From an optimization exercise on the open Yosys and OpenROAD flow, aimed at small area, a short achievable clock period and few clock cycles per item; shortcuts taken in it are not production practice. RTL that was checked went through simulation tests only; none was proved equivalent to the original. Function not checked in run 2: the RTL went through the layout flow alone. Power is estimated from default activity; no workload was simulated.

===== flow/config.mk =====
export PLATFORM = sky130hd
export DESIGN_NAME = md5_core
export DESIGN_NICKNAME = md5_core
export VERILOG_FILES = /design/flow/design.v
export SDC_FILE = /design/flow/constraint.sdc
export NUM_CORES = 4
export LEC_CHECK = 0
export CAP_MARGIN = 20
export CORE_MARGIN = 2
export CORE_UTILIZATION = 55
export PLACE_DENSITY = 0.7
export SETUP_SLACK_MARGIN = 5
export SLEW_MARGIN = 20

===== flow/constraint.sdc =====
create_clock -name core_clock -period 12.0 [get_ports {clk}]
set_input_delay 2.4000 -clock core_clock [delete_from_list [all_inputs] [get_ports {clk}]]
set_output_delay 2.4000 -clock core_clock [all_outputs]
set_load 0.01 [all_outputs]

===== flow/design.v =====
module md5_core (
    input  wire         clk,
    input  wire         rst,       
    input  wire         start,     
    input  wire         first,     
    input  wire [511:0] block,     
    output wire         ready,
    output reg          done,
    output wire [127:0] digest     
);
    localparam [31:0] IV0 = 32'h67452301;
    localparam [31:0] IV1 = 32'hefcdab89;
    localparam [31:0] IV2 = 32'h98badcfe;
    localparam [31:0] IV3 = 32'h10325476;
    localparam [31:0] T0  = 32'hd76aa478;
    reg [31:0] x [0:15];           
    reg [31:0] b, c, d;            
    reg [31:0] p;                  
    reg [31:0] h0, h1, h2, h3;     
    reg  [5:0] r;                  
    reg        busy;               
    reg        fin;                
    reg        iv;                 
    reg  [4:0] m;                  
    reg [16:0] rs;                 
    reg        last;               
    assign ready  = !busy;
    assign digest = {h3, h2, h1, h0};
    wire accept = start && !busy;
    reg [31:0] tn;
    always @(*) begin
        case (r)
            6'd0: tn = 32'he8c7b756;
            6'd1: tn = 32'h242070db;
            6'd2: tn = 32'hc1bdceee;
            6'd3: tn = 32'hf57c0faf;
            6'd4: tn = 32'h4787c62a;
            6'd5: tn = 32'ha8304613;
            6'd6: tn = 32'hfd469501;
            6'd7: tn = 32'h698098d8;
            6'd8: tn = 32'h8b44f7af;
            6'd9: tn = 32'hffff5bb1;
            6'd10: tn = 32'h895cd7be;
            6'd11: tn = 32'h6b901122;
            6'd12: tn = 32'hfd987193;
            6'd13: tn = 32'ha679438e;
            6'd14: tn = 32'h49b40821;
            6'd15: tn = 32'hf61e2562;
            6'd16: tn = 32'hc040b340;
            6'd17: tn = 32'h265e5a51;
            6'd18: tn = 32'he9b6c7aa;
            6'd19: tn = 32'hd62f105d;
            6'd20: tn = 32'h02441453;
            6'd21: tn = 32'hd8a1e681;
            6'd22: tn = 32'he7d3fbc8;
            6'd23: tn = 32'h21e1cde6;
            6'd24: tn = 32'hc33707d6;
            6'd25: tn = 32'hf4d50d87;
            6'd26: tn = 32'h455a14ed;
            6'd27: tn = 32'ha9e3e905;
            6'd28: tn = 32'hfcefa3f8;
            6'd29: tn = 32'h676f02d9;
            6'd30: tn = 32'h8d2a4c8a;
            6'd31: tn = 32'hfffa3942;
            6'd32: tn = 32'h8771f681;
            6'd33: tn = 32'h6d9d6122;
            6'd34: tn = 32'hfde5380c;
            6'd35: tn = 32'ha4beea44;
            6'd36: tn = 32'h4bdecfa9;
            6'd37: tn = 32'hf6bb4b60;
            6'd38: tn = 32'hbebfbc70;
            6'd39: tn = 32'h289b7ec6;
            6'd40: tn = 32'heaa127fa;
            6'd41: tn = 32'hd4ef3085;
            6'd42: tn = 32'h04881d05;
            6'd43: tn = 32'hd9d4d039;
            6'd44: tn = 32'he6db99e5;
            6'd45: tn = 32'h1fa27cf8;
            6'd46: tn = 32'hc4ac5665;
            6'd47: tn = 32'hf4292244;
            6'd48: tn = 32'h432aff97;
            6'd49: tn = 32'hab9423a7;
            6'd50: tn = 32'hfc93a039;
            6'd51: tn = 32'h655b59c3;
            6'd52: tn = 32'h8f0ccc92;
            6'd53: tn = 32'hffeff47d;
            6'd54: tn = 32'h85845dd1;
            6'd55: tn = 32'h6fa87e4f;
            6'd56: tn = 32'hfe2ce6e0;
            6'd57: tn = 32'ha3014314;
            6'd58: tn = 32'h4e0811a1;
            6'd59: tn = 32'hf7537e82;
            6'd60: tn = 32'hbd3af235;
            6'd61: tn = 32'h2ad7d2bb;
            6'd62: tn = 32'heb86d391;
            6'd63: tn = 32'h00000000;
            default: tn = 32'h0;
        endcase
    end
    reg [3:0] kn;
    always @(*) begin
        case (r)
            6'd0: kn = 4'd1;
            6'd1: kn = 4'd2;
            6'd2: kn = 4'd3;
            6'd3: kn = 4'd4;
            6'd4: kn = 4'd5;
            6'd5: kn = 4'd6;
            6'd6: kn = 4'd7;
            6'd7: kn = 4'd8;
            6'd8: kn = 4'd9;
            6'd9: kn = 4'd10;
            6'd10: kn = 4'd11;
            6'd11: kn = 4'd12;
            6'd12: kn = 4'd13;
            6'd13: kn = 4'd14;
            6'd14: kn = 4'd15;
            6'd15: kn = 4'd1;
            6'd16: kn = 4'd6;
            6'd17: kn = 4'd11;
            6'd18: kn = 4'd0;
            6'd19: kn = 4'd5;
            6'd20: kn = 4'd10;
            6'd21: kn = 4'd15;
            6'd22: kn = 4'd4;
            6'd23: kn = 4'd9;
            6'd24: kn = 4'd14;
            6'd25: kn = 4'd3;
            6'd26: kn = 4'd8;
            6'd27: kn = 4'd13;
            6'd28: kn = 4'd2;
            6'd29: kn = 4'd7;
            6'd30: kn = 4'd12;
            6'd31: kn = 4'd5;
            6'd32: kn = 4'd8;
            6'd33: kn = 4'd11;
            6'd34: kn = 4'd14;
            6'd35: kn = 4'd1;
            6'd36: kn = 4'd4;
            6'd37: kn = 4'd7;
            6'd38: kn = 4'd10;
            6'd39: kn = 4'd13;
            6'd40: kn = 4'd0;
            6'd41: kn = 4'd3;
            6'd42: kn = 4'd6;
            6'd43: kn = 4'd9;
            6'd44: kn = 4'd12;
            6'd45: kn = 4'd15;
            6'd46: kn = 4'd2;
            6'd47: kn = 4'd0;
            6'd48: kn = 4'd7;
            6'd49: kn = 4'd14;
            6'd50: kn = 4'd5;
            6'd51: kn = 4'd12;
            6'd52: kn = 4'd3;
            6'd53: kn = 4'd10;
            6'd54: kn = 4'd1;
            6'd55: kn = 4'd8;
            6'd56: kn = 4'd15;
            6'd57: kn = 4'd6;
            6'd58: kn = 4'd13;
            6'd59: kn = 4'd4;
            6'd60: kn = 4'd11;
            6'd61: kn = 4'd2;
            6'd62: kn = 4'd9;
            6'd63: kn = 4'd0;
            default: kn = 4'd0;
        endcase
    end
    wire [31:0] u = ({32{m[0]}} & c) | ({32{m[1]}} & (c | d)) |
                    ({32{m[2]}} & ~(c ^ d)) | ({32{m[3]}} & ~c) | ({32{m[4]}} & c);
    wire [31:0] v = ({32{m[0]}} & d) | ({32{m[1]}} & (c & ~d)) |
                    ({32{m[2]}} & (c ^ d)) | ({32{m[3]}} & ~(c ^ d)) | ({32{m[4]}} & c);
    wire [31:0] f = (b & u) | (~b & v);
    wire [31:0] pop = m[4] ? h2 : p;
    wire [31:0] tmp = pop + f;
    wire [31:0] rot =
        ({32{rs[0]}} & {tmp[24:0], tmp[31:25]}) |
        ({32{rs[1]}} & {tmp[19:0], tmp[31:20]}) |
        ({32{rs[2]}} & {tmp[14:0], tmp[31:15]}) |
        ({32{rs[3]}} & {tmp[9:0], tmp[31:10]}) |
        ({32{rs[4]}} & {tmp[26:0], tmp[31:27]}) |
        ({32{rs[5]}} & {tmp[22:0], tmp[31:23]}) |
        ({32{rs[6]}} & {tmp[17:0], tmp[31:18]}) |
        ({32{rs[7]}} & {tmp[11:0], tmp[31:12]}) |
        ({32{rs[8]}} & {tmp[27:0], tmp[31:28]}) |
        ({32{rs[9]}} & {tmp[20:0], tmp[31:21]}) |
        ({32{rs[10]}} & {tmp[15:0], tmp[31:16]}) |
        ({32{rs[11]}} & {tmp[8:0], tmp[31:9]}) |
        ({32{rs[12]}} & {tmp[25:0], tmp[31:26]}) |
        ({32{rs[13]}} & {tmp[21:0], tmp[31:22]}) |
        ({32{rs[14]}} & {tmp[16:0], tmp[31:17]}) |
        ({32{rs[15]}} & {tmp[10:0], tmp[31:11]}) |
        ({32{rs[16]}} & h1);
    wire [31:0] sum_b = b + rot;       
    wire [31:0] sum_c = tmp;           
    wire [31:0] sum_d = h3 + d;
    wire [31:0] pa = busy ? d : (first ? IV0 : h0);
    wire [31:0] pm = busy ? (last ? h0 : x[kn]) : block[31:0];
    wire [31:0] pk = busy ? tn : T0;
    wire [31:0] psum = pa + pm + pk;
    integer i;
    always @(posedge clk) begin
        if (!busy)
            for (i = 0; i < 16; i = i + 1)
                x[i] <= block[32*i +: 32];
    end
    wire       busy_n = !rst && (busy ? (r != 6'd63) : start);
    wire [5:0] r_n    = (rst || !busy) ? 6'd0 : r + 6'd1;
    always @(posedge clk) begin
        m    <= busy_n ? (5'b00001 << r_n[5:4]) : 5'b10000;
        rs   <= busy_n ? (17'd1 << {r_n[5:4], r_n[1:0]}) : 17'h10000;
        last <= busy_n && (r_n == 6'd63);
    end
    always @(posedge clk) begin
        if (rst) begin
            busy <= 1'b0;
            fin  <= 1'b0;
            done <= 1'b0;
            r    <= 6'd0;
        end else begin
            done <= fin;
            fin  <= busy && (r == 6'd63);
            if (busy) begin
                b <= sum_b;
                c <= b;
                d <= c;
                p <= psum;
                r <= r + 6'd1;
                if (r == 6'd63) begin
                    busy <= 1'b0;
                    h0   <= psum;
                end
                if (r == 6'd0 && iv) begin
                    h0 <= IV0; h1 <= IV1; h2 <= IV2; h3 <= IV3;
                end
            end else begin
                if (fin) begin
                    h1 <= sum_b; h2 <= sum_c; h3 <= sum_d;
                    b  <= sum_b; c  <= sum_c; d  <= sum_d;
                end
                if (accept) begin
                    busy <= 1'b1;
                    iv   <= first;
                    p    <= psum;
                    if (first) begin
                        b <= IV1; c <= IV2; d <= IV3;
                    end
                end
            end
        end
    end
endmodule

===== flow/run.sh =====
#!/bin/bash
# synth_recipe.tcl (not shown) runs the flow's synth.tcl, then flattens the netlist and writes it again
# the make line also repeats each setting of config.mk as NAME=value (left out here)
make -C /OpenROAD-flow-scripts/flow DESIGN_CONFIG=/design/flow/config.mk WORK_HOME=/design/flow/orfs CLKGATE_MAP_FILE= SYNTH_SCRIPT=/design/flow/synth_recipe.tcl finish

==> results of run 1 <==
worst reg2reg max path: cells and delay by family, from the launching register on:
family | cells | cell delay [ns]
compound gates | 15 | 3.65
fa+ha+maj | 4 | 1.09
xor+xnor | 2 | 0.39
buf+inv | 4 | 0.41
simple gates | 4 | 0.61
flops | 1 | 0.41
mux | 1 | 0.18
report_power, final:
group          total (mW)  switching (mW)  internal (mW)  leakage (nW)
logic                4.39            2.73           1.67          12.6
clock network        2.71            1.25           1.46          1.35
registers            3.88           0.295           3.59          8.11
per-layer routing:
layer	vias to the layer above	routed length [um]	global-route usage, %
li1	18640	-	-
met1	21412	71100	56.3
met2	3891	95300	71.3
met3	883	28800	12.8
met4	8	18500	32.2
met5	-	45	0
stage by stage:
step / area [sq um] / cells / power, mW / worst slack (ns)
2_1_floorplan: 48100 / 4500 / 6.08 / 4.97
3_3_place_gp: 55800 / 6080 / 7.57 / 3.87
3_5_place_dp: 55800 / 6080 / 7.61 / 3.79
4_1_cts: 59400 / 6296 / 10.5 / 5.01
5_1_grt: 60300 / 6365 / 11.2 / 4.67
6_report: 60300 / 6371 / 11.0 / 4.97
cell usage in the layout (no fill, tap or decap), types with 23 or more instances in the layout:
master             n
buf_4            191
nor3_1            58
inv_1            150
diode_2           29
a31oi_1           34
and2_1            57
a222oi_1          51
clkbuf_16         92
dfxtp_1           55
mux2_2            34
xnor2_1           58
ha_1             176
a221o_1           56
o21ai_0          199
o22ai_1           64
mux2i_1           80
a22o_1            41
edfxtp_1         769
nand2_1          425
clkdlybuf4s50_1  645
a21o_1            48
nand2b_1          47
xor2_1            44
a21oi_1          274
a22oi_1          250
a221oi_1          88
or2_2             40
nand4_1           85
nor2_1           237
a211oi_1          23
fa_1              33
nand3_1          121
o211ai_1          46
logic make-up (layout without fill, tap and decap cells):
kind of cell    count (synthesis)  count (layout)  synth area share, %
simple gates                 1218            1218                 12.2
other cells                     0              29                    0
buf+inv                       516            1203                 4.09
compound gates               1454            1454                 21.2
mux                           120             120                 2.74
flops                         836             836                 50.8
xor+xnor                      115             115                 2.23
fa+ha+maj                     241             241                 6.81
path summary, 6_finish.rpt:
path / to / slack (ns)
setup / recovery: h1[28]$_SDFFCE_PP0P_ / 4.97
hold / removal: d[1]$_DFFE_PN_ / 0.65
setup reg to reg: h1[28]$_SDFFCE_PP0P_ / 4.97
hold reg to reg: d[1]$_DFFE_PN_ / 0.65
cell usage after synthesis, drive strengths merged, types with 85 or more instances:
cell type and instances:
a21oi 294, a221oi 100, a22oi 253, clkbuf 279, edfxtp 769, ha 206, inv 173, nand2 425
nand3 123, nand4 85, nor2 246, o21ai 231
flip-flops by register name, indices dropped and copies added, names as in the netlist:
register / flops
p: 32
m: 5
rs: 16
r: 6
x: 512
done: 1
c: 32
kn: 4
fin: 1
d: 32
last: 1
tn: 32
h3: 32
h1: 32
busy: 1
iv: 1
h2: 32
h0: 32
b: 32
cell type report:
cell class | count | area, sq um | area share, %
flip-flops and latches | 836 | 24500 | 40.5
multi-input cells | 3148 | 22600 | 37.5
repair buffers | 861 | 8240 | 13.7
clock buffers | 114 | 2370 | 3.93
well taps | 1155 | 1450 | 2.40
inverters | 178 | 684 | 1.13
clock inverters | 50 | 425 | 0.705
diodes | 29 | 72.6 | 0.120
timing repair:
item | 4_1_cts | 5_1_grt
endpoints found under the setup margin | 51 | 41
pin swaps | 30 | 72
resized for setup | 96 | 111
cloned | 0 | 2
buffers inserted | 52 | 44
==> metrics.yaml, run 1 <==
status: "finished clean"
r2r-start: "c[0]$_DFFE_PN_"
hold_violations: 0
critical_path_class: "register to register"
path_clk_slew_ns: 0.07
avgRoutedWirePerCell_um: 33.6
peakVddDrop_v: 0.000320
overflow: 0
synth_area_leaders: "edfxtp_1, ha_1, a22oi_1"
synth_edf_count: 769
synth.distinct_cells: 105
yosysTopAreaCell: "edfxtp_1"
clock_latency_ns: 0.70
required_ns: 12.40
synth-seq-area-share_pct: 50.8
grt_pass1_vias: 42359
cts-root-buf: "clkbuf_16"
core_area_sq_um: 86800
worstSetupStartpoint: "c[0]$_DFFE_PN_"
slew-limit-headroom_pct: 18.4
drv_slew: 0
routed_wl_um: 214000
gp_congestion: 1.04
clock.fmax_mhz: 142
drive_gt1_share_pct: 12.1
synth_seq_cells: 836
grt_util_all_layers_pct: 46.2
holdBufCountCts: 0
start_util_pct: 55.5
grt_max_degree: 137
drv_cap: 0
area_growth_pct: 25.4
cts_tree: "done"
endpoint_kind: "register"
ff2ff_path_depth: 30
crit_arrival_ns: 7.43
min_from: "c[1]$_DFFE_PN_"
cts_buffer_depth: 3
min_path_cells: 2
slowest_stage: "o41a_1"
avgSynthCellArea_sq_um: 10.7
synth_flop_cell: "edfxtp_1"
critical_path.max_fanout: 5
drtPass1Iterations: 13
cts_sinks: 836
die_area_sq_um: 89900
nets: 5871
hold_ws_ns: 0.647
first_iter_violations: 7575
final.fill_count: 6205
synth_warnings: 2
antenna_left: 0
fin_util_pct: 69.5
die_w_um: 300
crit_cells: 30
final.min_clock_period_ns: 7.03
worstSetupStartpointType: "register"
p_per_area_nw_per_um2: 182
routed_via_density: 7.04
path_delay_family: "compound AO/OA/AOI/OAI gates"
ys_async_sr_fraction_pct: 0
synth_cells: 4500
io_buffers: 645
fin_crit_sh_pct: 58.6
cp_common_cell: "a221o_1"
dp_hpwl_um: 151000
fin_setup_tns_ns: 0
post-route-drc-count: 0
p_leak_nw: 22.0
die_height_um: 300
syn-num-nets: 5257
yosys.area.top_type_share_pct: 48.0
vias: 44834
netlist_area_sq_um: 48100
cts_buffers: 89
slowest_delay_ns: 0.49
hold_path.class: "register to register"
cts.htree.levels: 3
ios: 646
clock_skew_ns: 0.0531
crit_buf_inv: 4
tightestPinTransition_ns: 1.22
grt_pass1_wl_um: 300000
rsz0062_at_grt: "true"
setup_viol: 0
grt_antenna_before_repair: 36
num_rows: 108
Testbench counts, summed over its fixed seeds: cycles 52,203, blocks 803.
==> run 2: changes to the inputs <==
--- a/flow/design.v
+++ b/flow/design.v
@@ -20,11 +20,4 @@
     reg  [5:0] r;                  
-    reg        busy;               
-    reg        fin;                
-    reg        iv;                 
-    reg  [4:0] m;                  
-    reg [16:0] rs;                 
-    reg        last;               
-    assign ready  = !busy;
-    assign digest = {h3, h2, h1, h0};
-    wire accept = start && !busy;
+    reg        busy;
+    assign ready = !busy;
     reg [31:0] tn;
@@ -169,34 +162,48 @@
     end
-    wire [31:0] u = ({32{m[0]}} & c) | ({32{m[1]}} & (c | d)) |
-                    ({32{m[2]}} & ~(c ^ d)) | ({32{m[3]}} & ~c) | ({32{m[4]}} & c);
-    wire [31:0] v = ({32{m[0]}} & d) | ({32{m[1]}} & (c & ~d)) |
-                    ({32{m[2]}} & (c ^ d)) | ({32{m[3]}} & ~(c ^ d)) | ({32{m[4]}} & c);
+    reg [31:0] u, v;
+    always @(*) begin
+        if (!busy) begin
+            u = 32'h0;      v = 32'h0;
+        end else begin
+            case (r[5:4])
+                2'd0: begin u = c;          v = d;           end
+                2'd1: begin u = c | d;      v = c & ~d;      end
+                2'd2: begin u = ~(c ^ d);   v = c ^ d;       end
+                default: begin u = ~c;      v = ~(c ^ d);    end
+            endcase
+        end
+    end
     wire [31:0] f = (b & u) | (~b & v);
-    wire [31:0] pop = m[4] ? h2 : p;
+    wire [31:0] pop = busy ? p : {h1[6:0], h1[31:7]};
     wire [31:0] tmp = pop + f;
-    wire [31:0] rot =
-        ({32{rs[0]}} & {tmp[24:0], tmp[31:25]}) |
-        ({32{rs[1]}} & {tmp[19:0], tmp[31:20]}) |
-        ({32{rs[2]}} & {tmp[14:0], tmp[31:15]}) |
-        ({32{rs[3]}} & {tmp[9:0], tmp[31:10]}) |
-        ({32{rs[4]}} & {tmp[26:0], tmp[31:27]}) |
-        ({32{rs[5]}} & {tmp[22:0], tmp[31:23]}) |
-        ({32{rs[6]}} & {tmp[17:0], tmp[31:18]}) |
-        ({32{rs[7]}} & {tmp[11:0], tmp[31:12]}) |
-        ({32{rs[8]}} & {tmp[27:0], tmp[31:28]}) |
-        ({32{rs[9]}} & {tmp[20:0], tmp[31:21]}) |
-        ({32{rs[10]}} & {tmp[15:0], tmp[31:16]}) |
-        ({32{rs[11]}} & {tmp[8:0], tmp[31:9]}) |
-        ({32{rs[12]}} & {tmp[25:0], tmp[31:26]}) |
-        ({32{rs[13]}} & {tmp[21:0], tmp[31:22]}) |
-        ({32{rs[14]}} & {tmp[16:0], tmp[31:17]}) |
-        ({32{rs[15]}} & {tmp[10:0], tmp[31:11]}) |
-        ({32{rs[16]}} & h1);
+    reg [31:0] rot;
+    always @(*) begin
+        case ({r[5:4], r[1:0]})
+            4'd0: rot = {tmp[24:0], tmp[31:25]};
+            4'd1: rot = {tmp[19:0], tmp[31:20]};
+            4'd2: rot = {tmp[14:0], tmp[31:15]};
+            4'd3: rot = {tmp[9:0], tmp[31:10]};
+            4'd4: rot = {tmp[26:0], tmp[31:27]};
+            4'd5: rot = {tmp[22:0], tmp[31:23]};
+            4'd6: rot = {tmp[17:0], tmp[31:18]};
+            4'd7: rot = {tmp[11:0], tmp[31:12]};
+            4'd8: rot = {tmp[27:0], tmp[31:28]};
+            4'd9: rot = {tmp[20:0], tmp[31:21]};
+            4'd10: rot = {tmp[15:0], tmp[31:16]};
+            4'd11: rot = {tmp[8:0], tmp[31:9]};
+            4'd12: rot = {tmp[25:0], tmp[31:26]};
+            4'd13: rot = {tmp[21:0], tmp[31:22]};
+            4'd14: rot = {tmp[16:0], tmp[31:17]};
+            4'd15: rot = {tmp[10:0], tmp[31:11]};
+            default: rot = tmp;
+        endcase
+    end
     wire [31:0] sum_b = b + rot;       
-    wire [31:0] sum_c = tmp;           
+    wire [31:0] sum_c = h2 + c;
     wire [31:0] sum_d = h3 + d;
-    wire [31:0] pa = busy ? d : (first ? IV0 : h0);
-    wire [31:0] pm = busy ? (last ? h0 : x[kn]) : block[31:0];
+    wire [31:0] pa = busy ? d : (first ? IV0 : p);
+    wire [31:0] pm = busy ? ((r == 6'd63) ? h0 : x[kn]) : block[31:0];
     wire [31:0] pk = busy ? tn : T0;
     wire [31:0] psum = pa + pm + pk;
+    assign digest = {sum_d, sum_c, sum_b, p};
     integer i;
@@ -207,9 +214,2 @@
     end
-    wire       busy_n = !rst && (busy ? (r != 6'd63) : start);
-    wire [5:0] r_n    = (rst || !busy) ? 6'd0 : r + 6'd1;
-    always @(posedge clk) begin
-        m    <= busy_n ? (5'b00001 << r_n[5:4]) : 5'b10000;
-        rs   <= busy_n ? (17'd1 << {r_n[5:4], r_n[1:0]}) : 17'h10000;
-        last <= busy_n && (r_n == 6'd63);
-    end
     always @(posedge clk) begin
@@ -217,3 +217,2 @@
             busy <= 1'b0;
-            fin  <= 1'b0;
             done <= 1'b0;
@@ -221,4 +220,3 @@
         end else begin
-            done <= fin;
-            fin  <= busy && (r == 6'd63);
+            done <= busy && (r == 6'd63);
             if (busy) begin
@@ -229,21 +227,13 @@
                 r <= r + 6'd1;
-                if (r == 6'd63) begin
+                if (r == 6'd63)
                     busy <= 1'b0;
-                    h0   <= psum;
-                end
-                if (r == 6'd0 && iv) begin
+            end else if (start) begin
+                busy <= 1'b1;
+                p    <= psum;
+                if (first) begin
                     h0 <= IV0; h1 <= IV1; h2 <= IV2; h3 <= IV3;
-                end
-            end else begin
-                if (fin) begin
-                    h1 <= sum_b; h2 <= sum_c; h3 <= sum_d;
-                    b  <= sum_b; c  <= sum_c; d  <= sum_d;
-                end
-                if (accept) begin
-                    busy <= 1'b1;
-                    iv   <= first;
-                    p    <= psum;
-                    if (first) begin
-                        b <= IV1; c <= IV2; d <= IV3;
-                    end
+                    b  <= IV1; c  <= IV2; d  <= IV3;
+                end else begin
+                    h0 <= p;   h1 <= sum_b; h2 <= sum_c; h3 <= sum_d;
+                    b  <= sum_b; c <= sum_c; d <= sum_d;
                 end
--- a/flow/config.mk
+++ b/flow/config.mk
@@ -9,5 +9,3 @@
 export CORE_MARGIN = 2
-export CORE_UTILIZATION = 55
-export PLACE_DENSITY = 0.7
-export SETUP_SLACK_MARGIN = 5
+export CORE_UTILIZATION = 40
 export SLEW_MARGIN = 20
==> metrics.yaml, run 2 <==
slowest_stage: "a221oi_1"
syn-num-nets: 5426
die_area_sq_um: 125000
yosys.area.top_type_share_pct: 47.3
synth_seq_cells: 812
die_w_um: 353
cts_sinks: 812
pwr-share-seq_pct: 29.0
ys_async_sr_fraction_pct: 0
clock_latency_ns: 0.73
avgSynthCellArea_sq_um: 10.5
crit_buf_inv: 4
peakVddDrop_v: 0.000374
netlist_area_sq_um: 48800
start_util_pct: 40.2
required_ns: 9.60
crit_arrival_ns: 9.27
synth_area_leaders: "edfxtp_1, ha_1, a21oi_1"
stdcell_count: 6936
clkPwrFrac_pct: 20.8
routed_via_density: 6.33
slowest_delay_ns: 0.99
top_register: "x"
hold_path.class: "register to register"
slew-limit-headroom_pct: 26.1
cts_setup_buffers: 0
drv_cap: 0
setup_viol: 0
drive_gt1_share_pct: 9.68
critical_path_class: "register to output pin"
synthTopCellsByCount: "edfxtp_1, nand2_1, a21oi_1"
synth-seq-area-share_pct: 49.1
overflow: 0
p_leak_nw: 22.2
first_iter_violations: 6376
synth_cells: 4635
mostFrequentLayoutCells: "edfxtp_1, clkdlybuf4s50_1, nand2_1, a21oi_1, nor2_1"
area_growth_pct: 24.7
total_power_mw: 14.4
drtPass1Iterations: 10
synth_flop_cell: "edfxtp_1"
status: "finished clean"
p_comb_share_pct: 50.2
final_common_cell: "edfxtp_1"
cts_tree: "done"
post-route-drc-count: 0
path_clk_slew_ns: 0.06
gp_congestion: 1.01
fin_setup_tns_ns: 0
final.min_clock_period_ns: 11.67
fin_crit_sh_pct: 97.2
clock.fmax_mhz: 85.7
tightestPinTransition_ns: 1.11
hold_violations: 0
synth.most_common_cell: "edfxtp_1"
holdBufCountCts: 0
vias: 43910
synth.distinct_cells: 99
avgRoutedWirePerCell_um: 32.9
place_ws_ns: 0.587
switching_share_pct: 42.3
nets: 6003
synth_warnings: 2
die_height_um: 353
dp.cells: 6742
largest_reg_flops: 512
clock_skew_ns: 0.0570
grt_pass1_vias: 41672
switching_power_mw: 6.10
cts_buffers: 92
cts_buffer_depth: 3
p_int_mw: 8.32
grt_pass1_wl_um: 319000
dp_hpwl_um: 169000
grt_util_all_layers_pct: 35.4
cts-root-buf: "clkbuf_16"
worstSetupStartpointType: "register"
antenna_left: 0
io_buffers: 645
rsz0062_at_grt: "false"
drv_slew: 0
grt_max_degree: 198
synth_edf_count: 768
ios: 646
p_per_area_nw_per_um2: 237
num_rows: 128
endpoint_kind: "output pin"
fin_ws_ns: 0.333
critical_path.max_fanout: 6
cp_common_cell: "ha_1"
grt_antenna_before_repair: 62
cts.htree.levels: 3
core_area_sq_um: 121000
routed_wl_um: 228000
yosysTopAreaCell: "edfxtp_1"
path_delay_family: "compound AO/OA/AOI/OAI gates"
-- run 2: cell type report --
type                            count  area [sq um]
Fill cell                       11142         60500
Tap cell                         1625          2030
Inverter                          187           711
Multi-Input combinational cell   3309         23200
Timing Repair Buffer              810          7790
Sequential cell                   812         24000
Antenna cell                       23          57.6
Clock inverter                     52           733
Clock buffer                      118          2420
-- run 2: cells by family (layout without fill, tap and decap cells) --
kind of cell               Yosys count  count (layout)  synth area share [%]
xor gates and xnor gates           170             170                  3.07
and+or+nand+nor                   1193            1193                  11.8
adders and majority gates          275             275                  7.60
DFF                                812             812                  49.1
buffers and inverters              514            1167                  4.02
muxes                              109             109                  2.42
other                                0              23                     0
AOI/OAI and AO/OA                 1562            1562                  22.0
-- run 2: per-stage QoR --
stage	hold slack [ns]	utilization [%]	area, sq um
2_1_floorplan	0.578	-	48800
3_3_place_gp	0.673	47.4	57500
3_5_place_dp	0.710	47.4	57500
4_1_cts	0.720	50.0	60700
5_1_grt	0.748	50.1	60800
6_report	0.714	50.1	60900
-- run 2: metal layers --
layer / global-route usage, % / wire (um) / vias to the layer above
li1: - / - / 19057
met1: 44.5 / 86600 / 21628
met2: 57.3 / 106000 / 2635
met3: 8.78 / 23200 / 550
met4: 16.7 / 12000 / 40
met5: 0 / 267 / -
-- run 2: path summary, 6_finish.rpt --
check	start	end	slack, ns	cells after the start
max	d[3]$_DFFE_PP_	digest[57]	0.33	27
min	b[21]$_DFFE_PP_	c[21]$_DFFE_PP_	0.71	1
max reg2reg	d[3]$_DFFE_PP_	h1[25]$_DFFE_PP_	3.64	27
min reg2reg	b[21]$_DFFE_PP_	c[21]$_DFFE_PP_	0.71	1
-- run 2: power by group through the flow --
| stage | clock, mW | sequential, mW | combinational (mW) |
|---|---|---|---|
| CTS | 3.03 | 4.16 | 7.08 |
| finish | 3.00 | 4.18 | 7.24 |
| floorplan | 0 | 3.88 | 3.80 |
| global placement | 0 | 4.22 | 7.05 |
| detailed placement | 0 | 4.22 | 7.01 |
| global route | 3.13 | 4.19 | 7.64 |
-- run 2: repair_timing --
action                                  4_1_cts  5_1_grt
hold endpoints to repair                      0        0
gates resized for setup                       2       16
endpoints found under the setup margin        2        5

re-timing with driven ports:
In the flow no input, the clock included, has a driving cell. The finished layouts below were timed again as built, in two steps. Step 1 sets driving cells, clkbuf_16 on the clock port and buf_2 on the other inputs (assumed; they add their load-dependent delay and slew). Step 2 moves the port delays by t, midway between the first and last clock arrival at a register: inputs arrive t later, outputs are due t later. That takes back most of the time a late clock gives input paths. Slacks: ideal ports / drivers / drivers and shift; pairs: ideal ports / drivers.
run	t (ns)	setup slack, ns	slew at the worst register clock pin (ns)	worst slew at a driven data input, ns
run 1	0.754	4.972 / 4.972 / 4.592	0.07 / 0.07	0.17
run 2	0.785	0.333 / 0.252 / 1.037	0.08 / 0.08	0.22
After both steps every run listed still meets setup and hold. For run 1, which loses most, drivers alone change the setup slack by 0.000 ns; drivers and shift together by -0.380 ns.
